From an optimization exercise on the open Yosys and OpenROAD flow, aimed at small area, a short achievable clock period and few clock cycles per item; shortcuts taken in it are not production practice.
Only simulation tests tie the RTL to the original design; equivalence was not proved.

// hsl_conv
module hsl_conv (
    input  wire       clk,
    input  wire       rst,
    input  wire       in_valid,
    output wire       in_ready,
    input  wire [7:0] in_r,
    input  wire [7:0] in_g,
    input  wire [7:0] in_b,
    output reg        out_valid,
    output reg  [8:0] out_hue,
    output reg  [9:0] out_sat,
    output reg  [9:0] out_light
);
    localparam [11:0] CUT = 12'b000010000101;    
    assign in_ready = 1'b1;
    reg       v0;
    reg [7:0] r0, g0, b0;
    always @(posedge clk) begin
        if (rst) v0 <= 1'b0;
        else     v0 <= in_valid;
        r0 <= in_r;
        g0 <= in_g;
        b0 <= in_b;
    end
    wire        v_a   [0:11], v   [0:11];
    wire [8:0]  s_a   [0:0],  s   [0:0];     
    wire [1:0]  lf_a  [1:11], lf  [1:11];    
    wire [7:0]  d_a   [0:1],  d   [0:1];
    wire [7:0]  e_a   [0:1],  e   [0:1];
    wire [2:0]  sec_a [0:6],  sec [0:6];     
    wire [7:0]  sR_a  [1:11], sR  [1:11];    
    wire [9:0]  sNQ_a [1:11], sNQ [1:11];    
    wire [7:0]  sD_a  [1:11], sD  [1:11];    
    wire [7:0]  hR_a  [1:6],  hR  [1:6];
    wire [5:0]  hNQ_a [1:6],  hNQ [1:6];
    wire [7:0]  hD_a  [1:6],  hD  [1:6];
    wire [8:0]  hue_a [7:11], hue [7:11];    
    function [8:0] add8(input [7:0] a, input [7:0] b, input ci);
  ...
Size in the first run: roughly 1700 cells after synthesis, ~170 flip-flops, about 58 I/O pins, roughly 0.012 mm2 of cells after synthesis.
clock: 35.0 ns
lec_check: 0
abc_area: 1
cap_margin: 20
core_margin: 2
core_utilization: 40
cts_buf_list: sky130_fd_sc_hd__clkbuf_8
slew_margin: 20
standard.sh (not shown) runs the stock make flow with config.mk's settings and CLKGATE_MAP_FILE= SYNTH_SCRIPT=/design/flow/synth_recipe.tcl, a recipe that flattens the netlist after the stock synthesis.
==> flow/flow/run.sh <==
#!/bin/bash
# The standard layout (the standard.sh: ORFS synthesis through finish)
# with two changes in how it is made:
#  - ABC maps the logic with flow/abc_area.script (area-oriented mapping
#    without ABC's own buffering and gate sizing) instead of ORFS's
#    abc_area.script; ORFS's scripts are copied and only that file replaced;
#  - the port buffers ORFS inserts at global placement are buf_2 cells
#    instead of the default delay-cell buffers.
set -euo pipefail
here=$(pwd)
rm -rf "$here/orfs_scripts"
cp -r "$FLOW_HOME/scripts" "$here/orfs_scripts"
cp "$here/flow/abc_area.script" "$here/orfs_scripts/abc_area.script"
bash standard.sh SCRIPTS_DIR="$here/orfs_scripts" \
    BUFFER_PORTS_ARGS="-buffer_cell sky130_fd_sc_hd__buf_2" finish > make_finish.log 2>&1
==> flow/flow/abc_area.script <==
strash
dch
map -B 0.9
topo
stime -c
Testbench counts at the start, summed over its fixed seeds: cycles 8,040, items 8,000.
Then changed:
==> flow/flow/abc_area.script (replaced) <==
strash
dch
map -B 0.5
topo
stime -c
Settings changed: CTS_CLUSTER_DIAMETER set to 100, CTS_CLUSTER_SIZE set to 40.
=> Wire length goes up by 3.2%. Clock-buffer cell count does not change. Die area goes down by 0.98%.

========
hsl_conv, a different RTL version from the one above (not shown whole).
Size: about 1,600 cells after synthesis, ~170 flip-flops, roughly 58 I/O pins.
Settings: LEC_CHECK=0, ABC_AREA=1, CAP_MARGIN=20, CORE_MARGIN=2, CORE_UTILIZATION=40, CTS_BUF_LIST=sky130_fd_sc_hd__clkbuf_8, SLEW_MARGIN=20; clock period 35.0 ns.
==> flow/flow/run.sh <==
#!/bin/bash
# The standard layout (the standard.sh: ORFS synthesis through finish)
# with three changes in how it is made:
#  - ABC maps the logic with flow/abc_area.script (area-oriented mapping
#    without ABC's own buffering and gate sizing) instead of ORFS's
#    abc_area.script; ORFS's scripts are copied and only that file replaced;
#  - the port buffers ORFS inserts at global placement are buf_2 cells
#    instead of the default delay-cell buffers;
#  - clock tree synthesis runs with ORFS's own arguments plus
#    -dont_use_dummy_load (no dummy load cells for balancing) and a
#    clkbuf_16 root buffer.
set -euo pipefail
here=$(pwd)
rm -rf "$here/orfs_scripts"
cp -r "$FLOW_HOME/scripts" "$here/orfs_scripts"
cp "$here/flow/abc_area.script" "$here/orfs_scripts/abc_area.script"
bash standard.sh SCRIPTS_DIR="$here/orfs_scripts" \
    BUFFER_PORTS_ARGS="-buffer_cell sky130_fd_sc_hd__buf_2" \
    CTS_ARGS="-sink_clustering_enable -repair_clock_nets -root_buf sky130_fd_sc_hd__clkbuf_16 -buf_list sky130_fd_sc_hd__clkbuf_8 -dont_use_dummy_load" \
    finish > make_finish.log 2>&1
==> flow/flow/abc_area.script <==
strash
dch
map -B 0.5
topo
stime -c
Testbench counts at the start, summed over its fixed seeds: cycles 8,040, items 8,000.
Next try:
==> flow/flow/run.sh (replaced) <==
#!/bin/bash
# The standard layout (the standard.sh: ORFS synthesis through finish)
# with these changes in how it is made:
#  - ABC maps the logic with flow/abc_area.script (area-oriented mapping
#    without ABC's own buffering and gate sizing) instead of ORFS's
#    abc_area.script;
#  - every port still gets a buffer at global placement, but inputs get
#    buf_1 cells and outputs buf_2 cells instead of the default delay-cell
#    buffers (global_place.tcl calls buffer_ports once for each side);
#  - clock tree synthesis runs with ORFS's own arguments plus a clkbuf_16
#    root buffer and -dont_use_dummy_load (no dummy load cells).
# ORFS's scripts are copied into this folder and only those two files
# changed; the copy is used as SCRIPTS_DIR.
set -euo pipefail
here=$(pwd)
rm -rf "$here/orfs_scripts"
cp -r "$FLOW_HOME/scripts" "$here/orfs_scripts"
cp "$here/flow/abc_area.script" "$here/orfs_scripts/abc_area.script"
sed -i 's|^\( *\)buffer_ports {\*}\[env_var_or_empty BUFFER_PORTS_ARGS\]$|\1buffer_ports -inputs -buffer_cell sky130_fd_sc_hd__buf_1\n\1buffer_ports -outputs -buffer_cell sky130_fd_sc_hd__buf_2|' \
    "$here/orfs_scripts/global_place.tcl"
grep -q 'buffer_ports -outputs -buffer_cell' "$here/orfs_scripts/global_place.tcl"
bash standard.sh SCRIPTS_DIR="$here/orfs_scripts" \
    CTS_ARGS="-sink_clustering_enable -repair_clock_nets -root_buf sky130_fd_sc_hd__clkbuf_16 -buf_list sky130_fd_sc_hd__clkbuf_8 -dont_use_dummy_load" \
    finish > make_finish.log 2>&1
=>
- global-route usage increases by 0.10 points
- maximum frequency is about the same
- cell count is unchanged
- routed wire length is higher by 1.1%
- non-clock buffer count stays the same
- flip-flop and latch count does not change
- via count is higher by 0.87%
- cell area hardly moves
Next try:
==> flow/flow/run.sh (replaced) <==
#!/bin/bash
# The standard layout (the standard.sh: ORFS synthesis through finish)
# with two changes in how it is made:
#  - ABC maps the logic with flow/abc_area.script (area-oriented mapping
#    without ABC's own buffering and gate sizing) instead of ORFS's
#    abc_area.script; ORFS's scripts are copied and only that file replaced;
#  - the port buffers ORFS inserts at global placement are buf_2 cells
#    instead of the default delay-cell buffers.
set -euo pipefail
here=$(pwd)
rm -rf "$here/orfs_scripts"
cp -r "$FLOW_HOME/scripts" "$here/orfs_scripts"
cp "$here/flow/abc_area.script" "$here/orfs_scripts/abc_area.script"
bash standard.sh SCRIPTS_DIR="$here/orfs_scripts" \
    BUFFER_PORTS_ARGS="-buffer_cell sky130_fd_sc_hd__buf_2" finish > make_finish.log 2>&1
Result:
- The changed run completed with no timing, DRC or antenna violations
- register-to-register slack degrades by 0.03 ns
- routed wire length barely changes
- critical path depth does not change
Next try:
==> flow/run.sh (new file) <==
#!/bin/bash
# synth_recipe.tcl (not shown) runs the flow's synth.tcl, then flattens the netlist and writes it again
# the make line also repeats each setting of config.mk as NAME=value (left out here)
make -C /OpenROAD-flow-scripts/flow DESIGN_CONFIG=/design/flow/config.mk WORK_HOME=/design/flow/orfs CLKGATE_MAP_FILE= SYNTH_SCRIPT=/design/flow/synth_recipe.tcl finish
removed: flow/flow/run.sh
removed: flow/flow/abc_area.script
removed: flow/standard.sh
Effect: Global-route usage rises by 0.35 points. Non-clock buffer count came out higher by 1.
Next try:
==> flow/flow/run.sh (new file) <==
#!/bin/bash
# The standard layout (the standard.sh: ORFS synthesis through finish)
# with these changes in how it is made:
#  - ABC maps the logic with flow/abc_area.script (area-oriented mapping
#    without ABC's own buffering and gate sizing) instead of ORFS's
#    abc_area.script;
#  - every port still gets a buffer at global placement, but inputs get
#    buf_1 cells and outputs buf_2 cells instead of the default delay-cell
#    buffers (global_place.tcl calls buffer_ports once for each side);
#  - clock tree synthesis runs with ORFS's own arguments plus a clkbuf_16
#    root buffer and -dont_use_dummy_load (no dummy load cells).
# ORFS's scripts are copied into this folder and only those two files
# changed; the copy is used as SCRIPTS_DIR.
set -euo pipefail
here=$(pwd)
rm -rf "$here/orfs_scripts"
cp -r "$FLOW_HOME/scripts" "$here/orfs_scripts"
cp "$here/flow/abc_area.script" "$here/orfs_scripts/abc_area.script"
sed -i 's|^\( *\)buffer_ports {\*}\[env_var_or_empty BUFFER_PORTS_ARGS\]$|\1buffer_ports -inputs -buffer_cell sky130_fd_sc_hd__buf_1\n\1buffer_ports -outputs -buffer_cell sky130_fd_sc_hd__buf_2|' \
    "$here/orfs_scripts/global_place.tcl"
grep -q 'buffer_ports -outputs -buffer_cell' "$here/orfs_scripts/global_place.tcl"
bash standard.sh SCRIPTS_DIR="$here/orfs_scripts" \
    CTS_ARGS="-sink_clustering_enable -repair_clock_nets -root_buf sky130_fd_sc_hd__clkbuf_16 -buf_list sky130_fd_sc_hd__clkbuf_8 -dont_use_dummy_load -sink_clustering_size 30 -sink_clustering_max_diameter 200 -sink_buffer_max_cap_derate 1.0" \
    finish > make_finish.log 2>&1
==> flow/flow/abc_area.script (new file) <==
strash
dch
map -B 0.5
topo
stime -c
==> flow/standard.sh (new file) <==
#!/bin/bash
# synth_recipe.tcl (not shown) runs the flow's synth.tcl, then flattens the netlist and writes it again
# the make line also repeats each setting of config.mk as NAME=value (left out here)
make -C /OpenROAD-flow-scripts/flow DESIGN_CONFIG=/design/flow/config.mk WORK_HOME=/design/flow/orfs CLKGATE_MAP_FILE= SYNTH_SCRIPT=/design/flow/synth_recipe.tcl "${@:-finish}"
removed: flow/run.sh
The changed run finished clean.
Die area falls by 5.3%.
Worst setup slack improved by 0.48 ns.

[re-timing with driven ports]
In the flow no input, the clock included, has a driving cell. The finished layouts below were timed again as built, in two steps. Step 1: set_driving_cell puts a clkbuf_16 on clk and a buf_2 on each other input, an assumption about the parent block. Step 2 moves the port delays by t, midway between the first and last clock arrival at a register: inputs arrive t later, outputs are due t later. That takes back most of the time a late clock gives input paths. Slacks: no drivers / after step 1 / after step 2; pairs: no drivers / after step 1.
| run | t (ns) | setup WS [ns] | worst register clock-pin slew, ns |
|---|---|---|---|
| the first run of note 1 | 0.504 | 27.087 / 27.042 / 27.360 | 0.09 / 0.09 |
| the second run of note 1 | 0.512 | 27.083 / 27.040 / 27.552 | 0.10 / 0.10 |
| the first run of note 2 | 0.418 | 27.176 / 27.126 / 27.502 | 0.10 / 0.10 |
| the second run of note 2 | 0.416 | 27.175 / 27.124 / 27.501 | 0.10 / 0.10 |
| the third run of note 2 | 0.502 | 27.095 / 27.051 / 27.465 | 0.10 / 0.10 |
| the fourth run of note 2 | 0.498 | 26.693 / 26.651 / 27.149 | 0.09 / 0.09 |
| the fifth run of note 2 | 0.416 | 27.175 / 27.124 / 27.501 | 0.10 / 0.10 |
After both steps every run listed still meets setup and hold.
